Context: an optimization exercise on an open-source flow, tuned for small area and a short achievable clock period. The choices shown serve that exercise and are no tape-out recipe.
Function was checked by simulation only, so behaviour that the tests miss may differ from the original.
Power figures rest on the tool's default switching activity, not on a simulated workload.

<file path="design.v">
module adc_scan_engine #(
    parameter [3:0] READALL_SCAN_MODE = 4'd3
) (
    input  wire        clk,
    input  wire        rst,           
    input  wire        req_valid,
    input  wire [15:0] req_word,
    output wire        req_ready,
    output wire        bus_cfg,       
    output wire        xfer_req,
    output wire [15:0] xfer_tx,
    input  wire        xfer_ack,
    input  wire [15:0] xfer_rx,
    input  wire [4:0]  slot_addr,
    output wire [15:0] slot_data,
    output wire [15:0] status,
    output wire [15:0] lastcmd
);
    localparam [2:0] ST_UNINIT  = 3'd0,
                     ST_INIT    = 3'd1,
                     ST_IDLE    = 3'd2,
                     ST_PRIMING = 3'd3,
                     ST_STEADY  = 3'd4;
    localparam [1:0] OP_INIT  = 2'd0,
                     OP_CHAN  = 2'd1,
                     OP_RANGE = 2'd2,
                     OP_ALL   = 2'd3;
    localparam [1:0] W_IN    = 2'd0,    
                     W_B1    = 2'd1,    
                     W_B2    = 2'd2,    
                     W_DEAD  = 2'd3;    
    reg  [2:0]  state;
    reg         t_init;       
    reg         t_sweep;      
    reg  [3:0]  t_chan;       
    reg         adv;          
    reg  [3:0]  x;            
    reg  [1:0]  w;            
    reg  [4:0]  idx;          
    reg  [4:0]  len;
    reg         ok;
    reg  [11:0] rd_q;         
    reg  [11:0] slot [0:30];  
    wire st_init   = (state == ST_INIT);
    wire st_prim   = (state == ST_PRIMING);
    wire st_steady = (state == ST_STEADY);
    wire busy      = state[0] | state[2];
    wire [1:0] req_op   = req_word[15:14];
    wire       req_rsvd = req_word[13];
    wire [4:0] req_n    = req_word[12:8];
    wire [7:0] req_a    = req_word[7:0];
    assign req_ready = !req_rsvd &&
                       ((state == ST_IDLE) ||
                        (state == ST_UNINIT && req_op == OP_INIT));
    wire accept = req_valid && req_ready;
    assign bus_cfg = accept && (req_op == OP_INIT);
    wire [3:0] a_clamped = req_a[7]           ? 4'd0  :
                           (req_a[6:4] != 0)  ? 4'd15 : req_a[3:0];
    wire [3:0] n_m1       = req_n[3:0] - 4'd1;
    wire [3:0] sweep_chan = (req_n == 5'd0) ? 4'd0  :
                            (req_n > 5'd16) ? 4'd15 : n_m1;
    wire [1:0] a_win = (req_a[7:4] == 4'b0000) ? W_IN :
                       (req_a[7:4] == 4'b1111) ? W_B1 :
                       (req_a[7:4] == 4'b1110) ? W_B2 : W_DEAD;
    wire [15:0] word = {t_init, 2'b00, t_sweep, !t_init, t_chan,
                        t_init, 3'b000, !t_init, !t_init, 1'b0};
    assign xfer_req = busy;
    assign xfer_tx  = word;
    wire [3:0]  rx_tag     = xfer_rx[15:12];
    wire [11:0] rx_payload = xfer_rx[11:0];
    wire        match      = (w == W_IN) && (rx_tag == x);
    wire [11:0] validated  = match ? rx_payload : 12'd0;
    wire xfer_done = busy && xfer_ack;
    wire [4:0] idx_p1    = idx + 5'd1;
    wire       last_slot = (idx_p1 == len);
    wire       last_x    = st_steady ? last_slot : (len == 5'd0);
    wire [3:0] x_p1 = x + 4'd1;
    always @(posedge clk) begin
        if (rst) begin
            state <= ST_UNINIT;
        end else begin
            case (state)
                ST_UNINIT, ST_IDLE: begin
                    if (accept)
                        state <= (req_op == OP_INIT) ? ST_INIT : ST_PRIMING;
                end
                ST_INIT: begin
                    if (xfer_done)
                        state <= ST_IDLE;
                end
                ST_PRIMING: begin
                    if (xfer_done)
                        state <= (len == 5'd0) ? ST_IDLE : ST_STEADY;
                end
                default: begin    
                    if (xfer_done && last_slot)
                        state <= ST_IDLE;
                end
            endcase
        end
    end
    always @(posedge clk) begin
        if (!busy) begin
            if (accept) begin
                t_init  <= (req_op == OP_INIT);
                t_sweep <= (req_op == OP_ALL);
                t_chan  <= (req_op == OP_INIT) ? 4'd0 :
                           (req_op == OP_ALL)  ? sweep_chan : a_clamped;
                adv     <= (req_op == OP_RANGE);
                x       <= (req_op == OP_ALL) ? 4'd15 : (req_a[3:0] - 4'd1);
                w       <= (req_op == OP_ALL) ? W_IN : a_win;
                idx     <= 5'd0;
                if (req_op != OP_INIT)
                    len <= (req_op == OP_CHAN) ? 5'd1 : req_n;
                if (req_op == OP_ALL)
                    ok  <= 1'b1;
            end
        end else if (xfer_done && !st_init) begin
            x <= x_p1;
            if (adv && !last_x)
                t_chan <= x_p1 + 4'd1;
            if (st_steady) begin
                idx <= idx_p1;
                if (t_sweep)
                    ok <= ok & match;
                if (x == 4'd15)
                    w <= {w[1] == w[0], w[1] | !w[0]};
            end
        end
    end
    always @(posedge clk) begin
        if (xfer_done && st_steady)
            slot[idx] <= validated;
    end
    wire [31:0] rd_sel;
    wire [11:0] rd_word;
    genvar p, b, k;
    generate
        for (p = 0; p < 32; p = p + 1) begin : g_sel
            assign rd_sel[p] = (slot_addr == p);
        end
        for (b = 0; b < 12; b = b + 1) begin : g_rd
            wire [10:0] part_n;
            for (k = 0; k < 10; k = k + 1) begin : g_part
                adc_scan_aoi222 u_aoi (
                    .a (slot[3*k][b]),     .sa(rd_sel[3*k]),
                    .b (slot[3*k+1][b]),   .sb(rd_sel[3*k+1]),
                    .c (slot[3*k+2][b]),   .sc(rd_sel[3*k+2]),
                    .y (part_n[k])
                );
            end
            adc_scan_nand2 u_last (.a(slot[30][b]), .b(rd_sel[30]), .y(part_n[10]));
            assign rd_word[b] = ~&part_n;
        end
    endgenerate
    always @(posedge clk)
        rd_q <= rd_word;
    assign slot_data = {4'd0, rd_q};
    assign status    = {6'd0, len, ok, busy, state};
    assign lastcmd   = word;
endmodule
module adc_scan_aoi222 (
    input  wire a,
    input  wire sa,
    input  wire b,
    input  wire sb,
    input  wire c,
    input  wire sc,
    output wire y
);
    assign y = ~((a & sa) | (b & sb) | (c & sc));
endmodule
module adc_scan_nand2 (
    input  wire a,
    input  wire b,
    output wire y
);
    assign y = ~(a & b);
endmodule
</file>
<file path="flow/run.sh">
#!/bin/bash
# Standard layout (standard.sh) with two changes:
#  - the port buffers are the smallest plain buffer; repair_design and
#    repair_timing resize them where needed;
#  - clock tree synthesis with larger sink clusters, clkbuf_8 buffers and no
#    dummy balancing loads.
set -e -o pipefail
export BUFFER_PORTS_ARGS="-buffer_cell sky130_fd_sc_hd__buf_1"
export CTS_ARGS="-sink_clustering_enable -repair_clock_nets -dont_use_dummy_load -buf_list sky130_fd_sc_hd__clkbuf_8 -sink_clustering_size 16 -sink_clustering_max_diameter 60"
bash standard.sh > standard.log 2>&1
</file>
<file path="standard.sh">
#!/bin/bash
# synth_recipe.tcl (not shown) runs the flow's synth.tcl, then flattens the netlist and writes it again
# the make line also repeats each setting of config.mk as NAME=value (left out here)
make -C /OpenROAD-flow-scripts/flow DESIGN_CONFIG=/design/flow/config.mk WORK_HOME=/design/flow/orfs CLKGATE_MAP_FILE= SYNTH_SCRIPT=/design/flow/synth_recipe.tcl "${@:-finish}"
</file>
<file path="config.mk">
export PLATFORM = sky130hd
export DESIGN_NAME = adc_scan_engine
export DESIGN_NICKNAME = adc_scan_engine
export VERILOG_FILES = /design/flow/design.v
export SDC_FILE = /design/flow/constraint.sdc
export NUM_CORES = 4
export LEC_CHECK = 0
export CAP_MARGIN = 20
export CORE_MARGIN = 2
export CORE_UTILIZATION = 55
export SETUP_SLACK_MARGIN = 3.2
export SLEW_MARGIN = 20
export SYNTH_HIERARCHICAL = 1
export SYNTH_MINIMUM_KEEP_SIZE = 0
</file>
<file path="constraint.sdc">
create_clock -name core_clock -period 6.0 [get_ports {clk}]
set_input_delay 1.2000 -clock core_clock [delete_from_list [all_inputs] [get_ports {clk}]]
set_output_delay 1.2000 -clock core_clock [all_outputs]
set_load 0.01 [all_outputs]
</file>
==> results.txt, run 1 <==
The flow ran to the end and the layout has no timing, DRC or antenna violations. The headroom to the max-slew limit came out at 0.232. At the placement stage, the worst setup path has a slack of 2290 ps. The tools report the combinational share of power as 0.044. The net switching share of the total power works out to 0.206. Entering global routing, the biggest net connects 32 pins.

The tools report the final setup violation count as 0. The tools report the post-route clock skew as 34.1 ps. The path class of the tightest hold or removal check is flop to flop.

After layout, the minimum clock period comes to 3260 ps. TritonCTS built the clock tree. The clock latency on the worst-skew pair was 600 ps. Summing over every cut layer, the via total after detailed routing is 9059. The cell area after technology mapping is 0.0156 sq mm, and the post-synthesis cell count is 908.

During synthesis, Yosys emitted a total of 7 warnings. The tools report the utilization of the core after routing as 0.613. The total overflow left after global routing is 0.

Data on the critical path arrives at its endpoint at 2060 ps. Dividing total power by cell area gives a power density of 269 mW/mm^2. The number of clock buffers added by TritonCTS is 31.

The run gives 0.0297 sq mm as the floorplan die area. The fraction of power consumed by sequential logic is 0.682, and the largest buffer count on any clock path is 3. Leaving out fill and tap cells, the most frequent cell in the layout is sky130_fd_sc_hd__edfxtp_1. The number of nets in the layout is 1073. The number of H-tree levels was 1; the CTS clock-pin slew for the worst setup and hold paths was 100 ps. The area added between synthesis and finish was 9.42%; the chip height was 172 um. Detailed-route vias per instance: 6.47. The critical path launch point type is an input pin. Across the run, the number of max-cap violations was 0. Number of antenna violations at the first check in global routing: 2.

For this run, the leading register cell type out of synthesis is sky130_fd_sc_hd__edfxtp_1. The first global-routing pass estimated 54.8 mm of wire. Clock tree synthesis found a total of 411 sinks. The total negative slack was 0 ps; the delay contributed by the slowest stage of the critical path was 500 ps. For the final worst-path setup slack, the log shows 2740 ps. During placement, the flow inserted port buffers numbering 85. Across the VDD grid, the largest voltage drop is 0.000177 V. The fraction of final layout cells sized beyond drive strength 1 works out to 0.137. The internal portion of total power was 3.65 mW.

In the layout the commonest cells are 396 x sky130_fd_sc_hd__edfxtp_1, 121 x sky130_fd_sc_hd__a222oi_1, 79 x sky130_fd_sc_hd__buf_1. The overall global routing resource usage was 0.254. The critical-path cell with the highest stage delay was sky130_fd_sc_hd__or4b_4. Measured along the x axis, the die boundary spans 172 um.

The count of different cell masters after synthesis was 51. The worst setup path is of the input pin to output pin kind. The number of flip-flops and latches in the synthesized netlist was 411; the number of buffers inserted for hold repair after clock tree synthesis was 0. The number of iterations in the first detailed-routing pass came out at 8. The iteration-0 DRC count of the detailed router is 1738, and the hold slack is 481 ps. The region available for standard cell placement spans 0.0279 sq mm.

In this run the count of I/O pins placed on the die edge is 108. The peak fanout along the critical path was 2. Traced cell by cell, the critical path runs through buf_8 > or4b_4 > nor3_4 > buf_2. The tools report the number of pins with negative max-slew slack in the final report as 0.

For this run, design rule violations remaining after detail routing come to 0. The sequential element share of the synthesized area was 0.781; the number of core rows was 61. The HPWL after detailed placement was 23.6 mm; the fraction of power consumed by the clock network was 0.275. The detail route stage leaves a number of antenna-violating nets equal to 0.

Kind of end point of the critical path: an output pin. Clock tree synthesis selected as its root buffer the cell sky130_fd_sc_hd__clkbuf_8. For the overall routed net length, the log shows 37.3 mm. The dominant delay contributor by cell family on the critical path is simple AND/OR/NAND/NOR gates.

In this run the power spent charging and discharging nets is 947 uW. The critical path data required time was 4800 ps. Static timing analysis puts the maximum clock frequency at 0.307 GHz.

Once placement completed, the tool counted placed cells totaling 1356. The number of hold violations in the final report is 0. After detailed routing, the average wire length per cell comes to 26.6 um.

In this run the static leakage power is 5.36 nW. Setup repair after global routing could not meet its margin everywhere. The final period utilization was 0.543; the starting density of the core was 0.560.

The number of buffers and inverters on the critical path is 2. The average size of a mapped cell is 17.2 sq um, and the number of global-route vias before repair is 8859. The share of synthesized registers carrying an async set or reset came out at 0. The congestion estimate from routability-driven global placement came to 0.908.

The number of enable-type register cells in the synthesized netlist was 396; the measured slew at the worst slew-check pin was 1150 ps. The finished layout holds 1400 standard cells, fillers aside.
[Yosys stat by module, one instance, submodules excluded]
module           area [sq um]  cells
adc_scan_aoi222          10.0      1
adc_scan_engine         14400    776
adc_scan_nand2           3.75      1
[metal layers]
metal,up-vias,global-route usage,routed length [um]
met3,51,0.0311,3360
li1,3958,-,-
met1,4621,0.374,15500
met4,0,0.0669,794
met5,-,0,0
met2,429,0.406,17700
[stage by stage]
stage,power [mW],cell area [sq um]
after floorplan,3.32,15800
after global placement,3.38,16300
after detailed placement,3.38,16400
after CTS,4.61,16900
after global routing,4.74,17100
final,4.60,17100
[final timing paths]
path,startpoint,end,slack [ps],cells after the start
max,req_word[13],bus_cfg,2740,4
min reg2reg,slot[19][10]$_DFFE_PP_,rd_q[10]$_DFF_P_,480,2
min,slot[19][10]$_DFFE_PP_,rd_q[10]$_DFF_P_,480,2
max reg2reg,x[0]$_DFFE_PP_,slot[3][9]$_DFFE_PP_,3630,5
[logic make-up after synthesis]
kind of cell | after synthesis | synth area share
adder cells (fa/ha/maj) | 11 | 0.00866
AO/OA/AOI/OAI | 163 | 0.0955
other | 1 | 0.000240
XOR/XNOR | 19 | 0.0116
AND/OR/NAND/NOR | 227 | 0.0737
flip-flops | 411 | 0.781
buffers and inverters | 76 | 0.0293
[cell type report]
type,count,area (sq um)
fillers,2060,10800
clock buffers,31,427
repair buffers,117,617
inverters,19,75.1
well taps,378,473
flip-flops and latches,411,12200
multi-input cells,442,3290
diodes,2,5.00
[Yosys cell counts (all sizes together) (6+ instances only)]
master / n / area share
edfxtp: 396 / 0.76
a222oi: 121 / 0.078
nor2: 78 / 0.019
buf: 43 / 0.021
nand4: 38 / 0.015
nand2: 29 / 0.0070
inv: 19 / 0.0046
nor3: 19 / 0.0061
and2: 18 / 0.0072
dfxtp: 15 / 0.019
clkbuf: 14 / 0.0034
xnor2: 13 / 0.0073
ha: 10 / 0.0080
nand3: 9 / 0.0029
o21ai: 9 / 0.0029
a21oi: 8 / 0.0026
nand3b: 8 / 0.0038
nand2b: 6 / 0.0024
[worst min-delay path, stage by stage, from the launching register on]
cell and delay [ps]:
sky130_fd_sc_hd__edfxtp_1 330, sky130_fd_sc_hd__a222oi_1 60, sky130_fd_sc_hd__nand4_1 70
[power by group through the flow]
| stage | logic [mW] | registers [mW] | clock network, mW |
|---|---|---|---|
| after floorplan | 0.122 | 3.20 | 0 |
| after global placement | 0.181 | 3.20 | 0 |
| after detailed placement | 0.186 | 3.20 | 0 |
| after CTS | 0.191 | 3.13 | 1.28 |
| after global routing | 0.218 | 3.14 | 1.38 |
| final | 0.200 | 3.13 | 1.26 |
[state kept, by name, indices dropped and copies added (netlist names)]
register and count:
slot 372, x 4, w 2, t_sweep 1, adv 1, ok 1, state 3, idx 5
t_chan 4, len 5, t_init 1, rd_q 12
[timing repair]
action / 4_1_cts / 5_1_grt
endpoints found under the hold margin: 0 / 0
gates resized for setup: 34 / 33
setup buffers: 6 / 3
pin swaps: 1 / 4
setup endpoints to repair: 136 / 193
==> run 2: changes to the inputs <==
--- a/design.v
+++ b/design.v
@@ -51,7 +51,17 @@
     wire [7:0] req_a    = req_word[7:0];
-    assign req_ready = !req_rsvd &&
-                       ((state == ST_IDLE) ||
-                        (state == ST_UNINIT && req_op == OP_INIT));
-    wire accept = req_valid && req_ready;
-    assign bus_cfg = accept && (req_op == OP_INIT);
+    wire can_start = !req_rsvd &&
+                     ((state == ST_IDLE) ||
+                      (state == ST_UNINIT && req_op == OP_INIT));
+    adc_scan_ready u_ready (
+        .rsvd     (req_rsvd),
+        .op       (req_op),
+        .st_idle  (state == ST_IDLE),
+        .st_uninit(state == ST_UNINIT),
+        .ready    (req_ready)
+    );
+    wire accept = req_valid && can_start;
+    reg cfg_q;
+    always @(posedge clk)
+        cfg_q <= !rst && accept && (req_op == OP_INIT);
+    assign bus_cfg = cfg_q;
     wire [3:0] a_clamped = req_a[7]           ? 4'd0  :
@@ -179 +189,10 @@
 endmodule
+module adc_scan_ready (
+    input  wire       rsvd,
+    input  wire [1:0] op,
+    input  wire       st_idle,
+    input  wire       st_uninit,
+    output wire       ready
+);
+    assign ready = !rsvd && (st_idle || (st_uninit && op == 2'd0));
+endmodule
==> run 2 against run 1 <==
Largest cell class unchanged. Global-route usage increased by 0.077 points. Worst hold slack improved by 6.3 ps. First-iteration DRC count decreased by 5.5%. Flip-flop and latch count increased by 1. Critical endpoint is now req_ready. Largest power group unchanged. Clock skew increased by 12 ps. Sequential power about the same. Die area increased by 0.39%. Non-clock buffer count decreased by 6.
==> results.txt, run 2 <==
In the layout the commonest cells are 396 x sky130_fd_sc_hd__edfxtp_1, 120 x sky130_fd_sc_hd__a222oi_1, 79 x sky130_fd_sc_hd__buf_1. The worst setup path is captured at an output pin. The worst hold-check path type is flop to flop.

The tools report the max capacitance violation total as 0 (unchanged). The final period utilization was 0.520 (-0.0235); the number of cells on the worst reg-to-reg path was 5 (unchanged). Among all cell types in the netlist, the one instantiated most often is sky130_fd_sc_hd__edfxtp_1. The tools report the fraction of power consumed by sequential logic as 0.671 (-0.011). The fraction of final layout cells sized beyond drive strength 1 was 0.144 (+0.00658); the worst setup slack before clock tree synthesis was 2320 ps (+31.4 ps). The sequential element share of the synthesized area was 0.779 (-0.00184).

The tools report the hold slack as 487 ps (+6.30 ps). The total clock buffers created by CTS was 34 (+9.7%). For the count of different cell masters after synthesis, the log shows 52 (+2.0%). The run finished with no timing, DRC or antenna violations. The tools report the power spent charging and discharging nets as 977 uW (+3.2%). Floorplan die area: 0.0299 sq mm (+0.39%). The synthesized design spends more area on one cell type than any other, namely sky130_fd_sc_hd__edfxtp_1. In this run the top signal layer used is met4.

The overall routed net length was 38.2 mm (+2.3%). The number of global-route vias before repair was 9080 (+2.5%); the number of clock sinks was 412 (+0.24%). The number of port buffers was 85 (unchanged); the number of flip-flops and latches in the synthesized netlist was 412 (+0.24%). The tree is rooted in a sky130_fd_sc_hd__clkbuf_8.

The tools report the post-detailed-route count of antenna-violating nets as 0 (unchanged). Most common cell after layout, fill and taps aside: sky130_fd_sc_hd__edfxtp_1. The fraction of post-synthesis cell area in the top cell type by area was 0.759 (-0.00304).

The static leakage was 5.38 nW (+0.44%). The destination of the worst register-to-register timing path is t_chan[1]$_DFFE_PP_. The number of hold violations in the final report was 0 (unchanged). Start point of the worst hold path: slot[19][7]$_DFFE_PP_. The area growth from synthesis to layout is 10.3%. The register containing the most flip-flops in the final layout is slot. The worst hold path terminates at rd_q[7]$_DFF_P_.

The reg-to-reg setup timing slack is 3530 ps (-100 ps). The number of enable-type register cells in the synthesized netlist is 396 (unchanged), and the wire length of the first global-routing pass is 56.9 mm (+3.9%). The setup path with the least slack is of type input pin to output pin. The number of antenna violations at the first check in global routing came out at 1 (-1). Setup repair after global routing could not meet its margin everywhere.

The number of pins with negative max-slew slack in the final report was 0 (unchanged); the chip height was 173 um (+0.20%). The iteration-0 DRC count of the detailed router is 1643 (-5.5%). The top-level port count was 108 (unchanged); the flip-flop count of the largest register, all copies and words added was 372 (unchanged). Detailed-route vias per instance: 6.58 (+1.7%).

The run gives 3 (unchanged) as the largest buffer count on any clock path. Yosys attributes the largest share of cell area to sky130_fd_sc_hd__edfxtp_1 76%, sky130_fd_sc_hd__a222oi_1 7.7%, sky130_fd_sc_hd__dfxtp_1 2.0%. TritonCTS built the clock tree.

The power density of the placed cells was 271 mW/mm^2 (+0.64%). The average size of a mapped cell is 17.2 sq um (about the same). Final worst-path setup slack: 2880 ps (+141 ps).

STA classifies the critical path startpoint as an input pin. The HPWL after detailed placement is 24.3 mm (+2.9%), and the net switching share of the total power is 0.209 (+0.00278). The fraction of power consumed by the clock network came out at 0.286 (+0.011).

The share of synthesized registers carrying an async set or reset works out to 0 (unchanged). The main flop type after synthesis is sky130_fd_sc_hd__edfxtp_1. Ranked by instance count, the synthesized netlist is headed by 396 x sky130_fd_sc_hd__edfxtp_1, 120 x sky130_fd_sc_hd__a222oi_1, 79 x sky130_fd_sc_hd__nor2_1. The cell area after technology mapping came out at 0.0157 sq mm (+0.40%).

The number of H-tree levels is 2 (+1), and the post-route clock skew is 46.5 ps (+12.5 ps). The pin count of the biggest net entering global routing is 32 (unchanged), and the die span in x is 173 um (+0.20%). The tools report the via count of the routed design as 9221 (+1.8%).

The met3 routed wirelength came out at 3.88 mm (+16%). The worst register-to-register path begins at idx[0]$_SDFFCE_PP0P_. The run gives 0.000196 V (+11%) as the highest ir drop seen on vdd. The total global routing overflow is 0 (unchanged).

The starting density of the core came out at 0.561 (+0.000708). The final critical-path required period was 3120 ps (-141 ps). The tools report the total negative slack as 0 ps (unchanged). The cell count of the worst hold path came out at 2 (unchanged). The total met2 wirelength after detailed routing was 17.9 mm (+0.99%).

For the number of iterations in the first detailed-routing pass, the log shows 12 (+4). For the final estimated routing congestion in global placement, the log shows 0.824 (-9.3%). The logs give 1920 ps (-140 ps) for the critical path arrival and 15.5 mm (+0.62%) for the routed length on met1. For the maximum frequency from static timing analysis, the log shows 0.321 GHz (+4.5%). In the final layout, the registers with the most flip-flops are slot (372), rd_q (12).

The number of warnings printed during yosys synthesis was 7 (unchanged); the overall global routing resource usage was 0.254 (+0.000773). The peak fanout along the critical path was 2 (unchanged). The final setup violation count is 0 (unchanged). Internal portion of total power: 3.71 mW (+1.5%). The combinational share of power came out at 0.043 (about the same). Measured slew at the worst slew-check pin: 1160 ps (+7.61 ps). For the critical path data required time, the log shows 4800 ps (about the same). The average wire length per cell after detail routing is 27.2 um (+2.2%), and the core footprint is 0.0279 sq mm (+0.27%). The tools report the headroom to the max-slew limit as 0.227 (-0.00510). The CTS clock-pin slew for the worst setup and hold paths was 90 ps (about the same). The logs give 560 ps (-40 ps) for the clock latency on the worst-skew pair and 61 (unchanged) for the number of core rows. The tools report the DRC violation count after routing as 0 (unchanged). The number of buffers inserted for hold repair after clock tree synthesis was 0 (unchanged). The logs give 911 (+0.33%) for the post-synthesis cell count and 1075 (+0.19%) for the number of nets in the layout.
==> run 2: worst max-delay path: stages <==
cell and delay [ps]:
sky130_fd_sc_hd__buf_8 90, sky130_fd_sc_hd__or3b_1 380, sky130_fd_sc_hd__a21oi_2 110, sky130_fd_sc_hd__buf_2 140
==> run 2: area by class of cell <==
cell class / count / area (sq um)
inverter: 21 / 87.6
fill: 2054 / 10600
antenna: 1 / 2.50
clock buffer: 34 / 468
tap: 378 / 473
multi-input combinational: 444 / 3420
timing repair buffer: 111 / 616
sequential: 412 / 12200
==> run 2: per-module statistics from Yosys, one instance, submodules excluded <==
| module | cells inside | copies in the design |
|---|---|---|
| adc_scan_aoi222 | 1 | 120 |
| adc_scan_engine | 776 | 1 |
| adc_scan_nand2 | 1 | 12 |
| adc_scan_ready | 3 | 1 |
==> run 2: cells by family after synthesis <==
kind of cell / after synthesis / share of synthesized area
adders and majority gates: 11 / 0.00870
and+or+nand+nor: 225 / 0.0733
buffers and inverters: 76 / 0.0296
AOI/OAI and AO/OA: 165 / 0.0960
DFF: 412 / 0.779
other: 1 / 0.000239
xor gates and xnor gates: 21 / 0.0131
==> run 2: metrics by stage <==
step	cell area, sq um	utilization	total power, mW	cells
floorplan	15800	-	3.33	932
global placement	16300	0.584	3.39	1355
detailed placement	16300	0.585	3.39	1355
CTS	17000	0.609	4.70	1392
global route	17300	0.619	4.82	1401
finish	17300	0.619	4.68	1401
==> run 2: how the worst max path moves through the flow <==
stage	cells past startpoint	from	to
6_report	4	req_word[14]	req_ready
5_1_grt	4	req_word[14]	req_ready
3_5_place_dp	7	slot_addr[1]	rd_q[4]$_DFF_P_
4_1_cts	4	req_word[14]	req_ready
2_1_floorplan	2	req_word[15]	req_ready
3_3_place_gp	7	slot_addr[1]	rd_q[3]$_DFF_P_
==> run 2: power groups by stage <==
stage	clock (mW)	combinational, mW	sequential [mW]
floorplan	0	0.121	3.21
global placement	0	0.183	3.21
detailed placement	0	0.187	3.21
CTS	1.36	0.195	3.14
global route	1.46	0.220	3.14
finish	1.34	0.204	3.14
==> run 2: repair_timing <==
action                     CTS  global route
setup endpoints to repair  373           571
pin swaps                    4            13
buffers inserted             3             8
resized for setup           59            35
==> run 2: routing by layer <==
layer | up-vias | global-route usage
met3 | 53 | 0.0490
li1 | 3970 | -
met4 | 0 | 0.0699
met5 | - | 0
met2 | 515 | 0.390
met1 | 4683 | 0.378
==> run 3: changes to the inputs <==
--- a/design.v
+++ b/design.v
@@ -54,9 +54,9 @@
                       (state == ST_UNINIT && req_op == OP_INIT));
-    adc_scan_ready u_ready (
-        .rsvd     (req_rsvd),
-        .op       (req_op),
-        .st_idle  (state == ST_IDLE),
-        .st_uninit(state == ST_UNINIT),
-        .ready    (req_ready)
+    wire ready_n_rsvd;
+    adc_scan_o31ai u_ready0 (
+        .a1(state != ST_UNINIT), .a2(req_op[1]), .a3(req_op[0]),
+        .b1(state != ST_IDLE),
+        .y (ready_n_rsvd)
     );
+    adc_scan_nor2b u_ready1 (.a(req_rsvd), .b_n(ready_n_rsvd), .y(req_ready));
     wire accept = req_valid && can_start;
@@ -189,10 +189,17 @@
 endmodule
-module adc_scan_ready (
-    input  wire       rsvd,
-    input  wire [1:0] op,
-    input  wire       st_idle,
-    input  wire       st_uninit,
-    output wire       ready
-);
-    assign ready = !rsvd && (st_idle || (st_uninit && op == 2'd0));
-endmodule
+module adc_scan_o31ai (
+    input  wire a1,
+    input  wire a2,
+    input  wire a3,
+    input  wire b1,
+    output wire y
+);
+    assign y = ~((a1 | a2 | a3) & b1);
+endmodule
+module adc_scan_nor2b (
+    input  wire a,
+    input  wire b_n,
+    output wire y
+);
+    assign y = ~(a | ~b_n);
+endmodule
==> run 3 against run 2 <==
Largest cell class unchanged. Combinational power grew 9%. Sequential power is essentially flat. Non-clock buffer count grew 15. Via count grew 3.3%. Sequential share of layout area shrank 0.17 points. Cell area grew 0.25%. Die area shrank 0.18%. First-iteration DRC count shrank 4.7%. Clock skew shrank 8.1 ps. Register-to-register slack lost 370 ps. Critical endpoint unchanged. Worst hold slack lost 4.4 ps.
==> results.txt, run 3 <==
The overall routed net length was 44.0 mm (+15%). TritonCTS built the clock tree. The max capacitance violation total is 0 (unchanged). The delay contributed by the slowest stage of the critical path was 210 ps (-170 ps); the floorplan die area was 0.0298 sq mm (-0.18%). The tools report the kind of end point of the critical path as an output pin.

The number of clock sinks is 412 (unchanged), and the register cell area after layout is 0.0122 sq mm (about the same). The sequential element share of the synthesized area came out at 0.780 (+0.00143). By area the synthesized netlist is led by sky130_fd_sc_hd__edfxtp_1 76%, sky130_fd_sc_hd__a222oi_1 7.7%, sky130_fd_sc_hd__dfxtp_1 2.0%.

The tools report the routed length on met1 as 16.3 mm (+4.7%). In this run the clock root is driven by a sky130_fd_sc_hd__clkbuf_8. The number of enable-type register cells in the synthesized netlist works out to 396 (unchanged). Start point of the worst hold path: slot[19][1]$_DFFE_PP_. The fraction of final layout cells sized beyond drive strength 1 came out at 0.153 (+0.00927). Number of flip-flops and latches in the synthesized netlist: 412 (unchanged). The number of pins with negative max-slew slack in the final report came out at 0 (unchanged). The total global routing overflow is 0 (unchanged), and the cell area after technology mapping is 0.0156 sq mm (-0.18%). Number of global-route vias before repair: 9234 (+1.7%). The tools report the critical path launch point type as an input pin. In the synthesized netlist, the cells that appear most often are 396 x sky130_fd_sc_hd__edfxtp_1, 121 x sky130_fd_sc_hd__a222oi_1, 81 x sky130_fd_sc_hd__nor2_1. The cell family contributing the most delay on the critical path is buffers and inverters.

Destination of the worst register-to-register timing path: slot[7][10]$_DFFE_PP_. The run gives 32 (unchanged) as the pin count of the biggest net entering global routing. The logs give 0.0173 sq mm (+0.25%) for the cell area after layout and 0 (unchanged) for the DRC violation count after routing. The largest registers in the layout are slot (372), rd_q (12). The run gives 0.620 (+0.00152) as the utilization of the core after routing. Uppermost layer routed: met4.

The measured slew at the worst slew-check pin came out at 1010 ps (-142 ps). The number of nets in the layout is 1085 (+0.93%). The total power was 4.64 mW (-0.86%); the largest buffer count on any clock path was 3 (unchanged).

Wire length of the first global-routing pass: 62.9 mm (+11%). The fraction of power consumed by sequential logic was 0.678 (+0.007); the fraction of post-synthesis cell area in the top cell type by area was 0.760 (+0.00140). For the number of H-tree levels, the log shows 1 (-1). The worst hold path belongs to the class flop to flop. The final period utilization came out at 0.508 (-0.0122). The run finished with no timing, DRC or antenna violations. sky130_fd_sc_hd__edfxtp_1 is the most common cell in the netlist. The critical-path cell with the highest stage delay is sky130_fd_sc_hd__o31ai_4. The power density of the placed cells works out to 268 mW/mm^2 (-1.1%). The static leakage is 5.33 nW (-0.98%), and the core footprint is 0.0279 sq mm (unchanged). For the final estimated routing congestion in global placement, the log shows 0.961 (+17%). The total placed instance area is 0.0165 sq mm (+1.2%), and the number of antenna violations at the first check in global routing is 0 (-1). The average size of a mapped cell was 17.2 sq um (about the same). The run gives 1850 ps (-70 ps) as the critical path arrival.

For the internal portion of total power, the log shows 3.67 mW (-1.0%). Cell accounting for the most synthesized area: sky130_fd_sc_hd__edfxtp_1. The tools report the number of filler instances in the final layout as 2104 (+2.4%). The via count of the routed design is 9528 (+3.3%).

For the number of buffers inserted for hold repair after clock tree synthesis, the log shows 0 (unchanged). The peak fanout along the critical path was 7 (+5); the final critical-path required period was 3050 ps (-73.2 ps). The number of port buffers was 85 (unchanged); the flip-flop count of the largest register, all copies and words added was 372 (unchanged).

Final setup violation count: 0 (unchanged). Traced cell by cell, the critical path runs through buf_4 > o31ai_4 > nor2b_4 > buf_6. The share of synthesized registers carrying an async set or reset works out to 0 (unchanged). Reg-to-reg critical path startpoint: state[0]$_SDFFE_PP0P_. The run gives 108 (unchanged) as the top-level port count. The total met2 wirelength after detailed routing came out at 21.6 mm (+21%).

The power spent charging and discharging nets was 976 uW (-0.14%); the overall global routing resource usage was 0.294 (+0.0396). Average wire length per cell after detail routing: 31.2 um (+15%). The fraction of power consumed by the clock network is 0.275 (-0.011). The CTS clock-pin slew for the worst setup and hold paths works out to 100 ps (about the same). The tools report the endpoint of the worst hold-timing path as rd_q[1]$_DFF_P_. The run gives 0 (-1) as the count of antenna diodes in the layout.

The area added between synthesis and finish was 10.8%. Most common cell after layout, fill and taps aside: sky130_fd_sc_hd__edfxtp_1. The HPWL after detailed placement was 28.1 mm (+16%); the combinational share of power was 0.048 (+0.005). The die span in x came out at 173 um (about the same).

The tools report the starting density of the core as 0.560 (-0.00103). The detailed-route vias per instance works out to 6.76 (+2.7%). The iteration-0 DRC count of the detailed router is 1566 (-4.7%), and the chip height is 173 um (about the same).

Among all flip-flop cells after synthesis, the most frequent one is sky130_fd_sc_hd__edfxtp_1. The sum of buffers and inverters on the critical path came out at 2 (unchanged). The post-route clock skew came out at 38.4 ps (-8.15 ps).

For the total negative slack, the log shows 0 ps (unchanged). The multi-input gate area in the final layout is 0.00343 sq mm (+0.29%). The run gives 0 (unchanged) as the post-detailed-route count of antenna-violating nets.

The total clock buffers created by CTS came out at 31 (-8.8%). The critical path is of the input pin to output pin type. The reg-to-reg setup timing slack was 3160 ps (-370 ps); the count of different cell masters after synthesis was 52 (unchanged). The cell count of the worst hold path is 2 (unchanged). The run gives 61 (unchanged) as the number of core rows.

Setup repair after global routing could not meet its margin everywhere. The run gives 630 ps (+70 ps) as the clock latency on the worst-skew pair. The tools report the headroom to the max-slew limit as 0.324 (+0.0970).

The critical path data required time is 4800 ps (about the same), and the number of cells on the worst reg-to-reg path is 6 (+1). The top cell types in the final layout, fill and taps aside, are 396 x sky130_fd_sc_hd__edfxtp_1, 121 x sky130_fd_sc_hd__a222oi_1, 77 x sky130_fd_sc_hd__buf_1. For the number of hold violations in the final report, the log shows 0 (unchanged). The met3 routed wirelength was 4.51 mm (+16%); the maximum frequency from static timing analysis was 0.328 GHz (+2.4%). The post-synthesis cell count was 909 (-0.22%). The highest ir drop seen on vdd came out at 0.000172 V (-12%). Register containing the most flip-flops in the final layout: slot. The net switching share of the total power is 0.210 (+0.00152). The tools report the number of warnings printed during yosys synthesis as 7 (unchanged).

Number of iterations in the first detailed-routing pass: 7 (-5).
[run 3: kinds of logic after synthesis]
group / count (synthesis) / synth area share
DFF: 412 / 0.780
and+or+nand+nor: 225 / 0.0734
AOI/OAI and AO/OA: 167 / 0.0976
buffers and inverters: 76 / 0.0282
xor gates and xnor gates: 17 / 0.0114
adders and majority gates: 11 / 0.00864
other: 1 / 0.000240
[run 3: layout make-up]
type	count	area share
Clock buffer	31	0.0246
Multi-Input combinational cell	442	0.198
Tap cell	378	0.0273
Sequential cell	412	0.705
Inverter	21	0.00476
Timing Repair Buffer	126	0.0401
[run 3: timing repair]
| item | 4_1_cts | 5_1_grt |
|---|---|---|
| setup endpoints to repair | 105 | 201 |
| setup buffers | 10 | 2 |
| gates resized for setup | 43 | 23 |
| pin swaps | 4 | 3 |
[run 3: layer usage]
| metal | GRT usage | vias to the layer above |
|---|---|---|
| met4 | 0.0939 | 0 |
| met5 | 0 | - |
| li1 | - | 4002 |
| met1 | 0.392 | 4834 |
| met3 | 0.0569 | 90 |
| met2 | 0.493 | 602 |
[run 3: power by group through the flow]
stage / registers (mW) / clock network [mW] / logic [mW]
after floorplan: 3.21 / 0 / 0.128
after global placement: 3.21 / 0 / 0.196
after detailed placement: 3.21 / 0 / 0.202
after CTS: 3.15 / 1.29 / 0.217
after global routing: 3.15 / 1.38 / 0.239
final: 3.15 / 1.27 / 0.222
[run 3: worst max path at each step]
stage,from,to,slack [ps],cells after the start
floorplan,req_word[15],idx[0]$_SDFFCE_PP0P_,3200,4
global placement,slot_addr[1],rd_q[9]$_DFF_P_,2440,7
detailed placement,slot_addr[1],rd_q[9]$_DFF_P_,2360,7
CTS,state[1]$_SDFFE_PP0P_,req_ready,2960,4
global route,state[0]$_SDFFE_PP0P_,req_ready,2920,4
finish,req_word[14],req_ready,2950,4
[run 3: Yosys stat by module (local to each module, per instance)]
module,area [sq um],flip-flops and latches,cells,copies in the design
adc_scan_engine,14400,412,775,1
adc_scan_nor2b,13.8,0,1,1
adc_scan_o31ai,12.5,0,1,1
adc_scan_nand2,3.75,0,1,12
adc_scan_aoi222,10.0,0,1,120
[run 3: worst min-delay path, delay by kind of cell, from the launching register on]
kind | cells | cell delay (ps)
AO/OA/AOI/OAI | 1 | 60
flip-flops | 1 | 330
AND/OR/NAND/NOR | 1 | 70
[run 3: stage by stage]
step | worst slack, ps | instances | hold WS [ps]
2_1_floorplan | 3200 | 930 | 447
3_3_place_gp | 2440 | 1363 | 463
3_5_place_dp | 2360 | 1366 | 465
4_1_cts | 2960 | 1407 | 488
5_1_grt | 2920 | 1410 | 507
6_report | 2950 | 1410 | 483

-- static timing again, ports no longer ideal --
The flow's constraints put no driver on any port. The routed layouts listed below were extracted and timed again, unchanged, in two steps. Step 1: set_driving_cell puts a clkbuf_16 on clk and a buf_2 on each other input, an assumption about the parent block. Step 2, shift: input delay + t, output delay - t, t = (earliest + latest rising clock arrival at the registers) / 2. This alone moves slack from input paths to output paths. a / b / c = no drivers / after step 1 / after step 2; a / b = the first two.
run	t (ns)	slack for setup (ns)	clock arrival spread, ns	worst slew at a driven data input, ns	pins driven straight from the clock port
run 1	0.627	2.740 / 2.695 / 2.604	0.034 / 0.034	0.09	1
run 2	0.583	2.880 / 2.840 / 2.655	0.048 / 0.048	0.07	1
run 3	0.659	2.954 / 2.912 / 2.474	0.040 / 0.041	0.04	1
After both steps setup and hold are still met in every run listed. For run 3, which loses most, drivers alone change the setup slack by -0.042 ns; drivers and shift together by -0.480 ns.
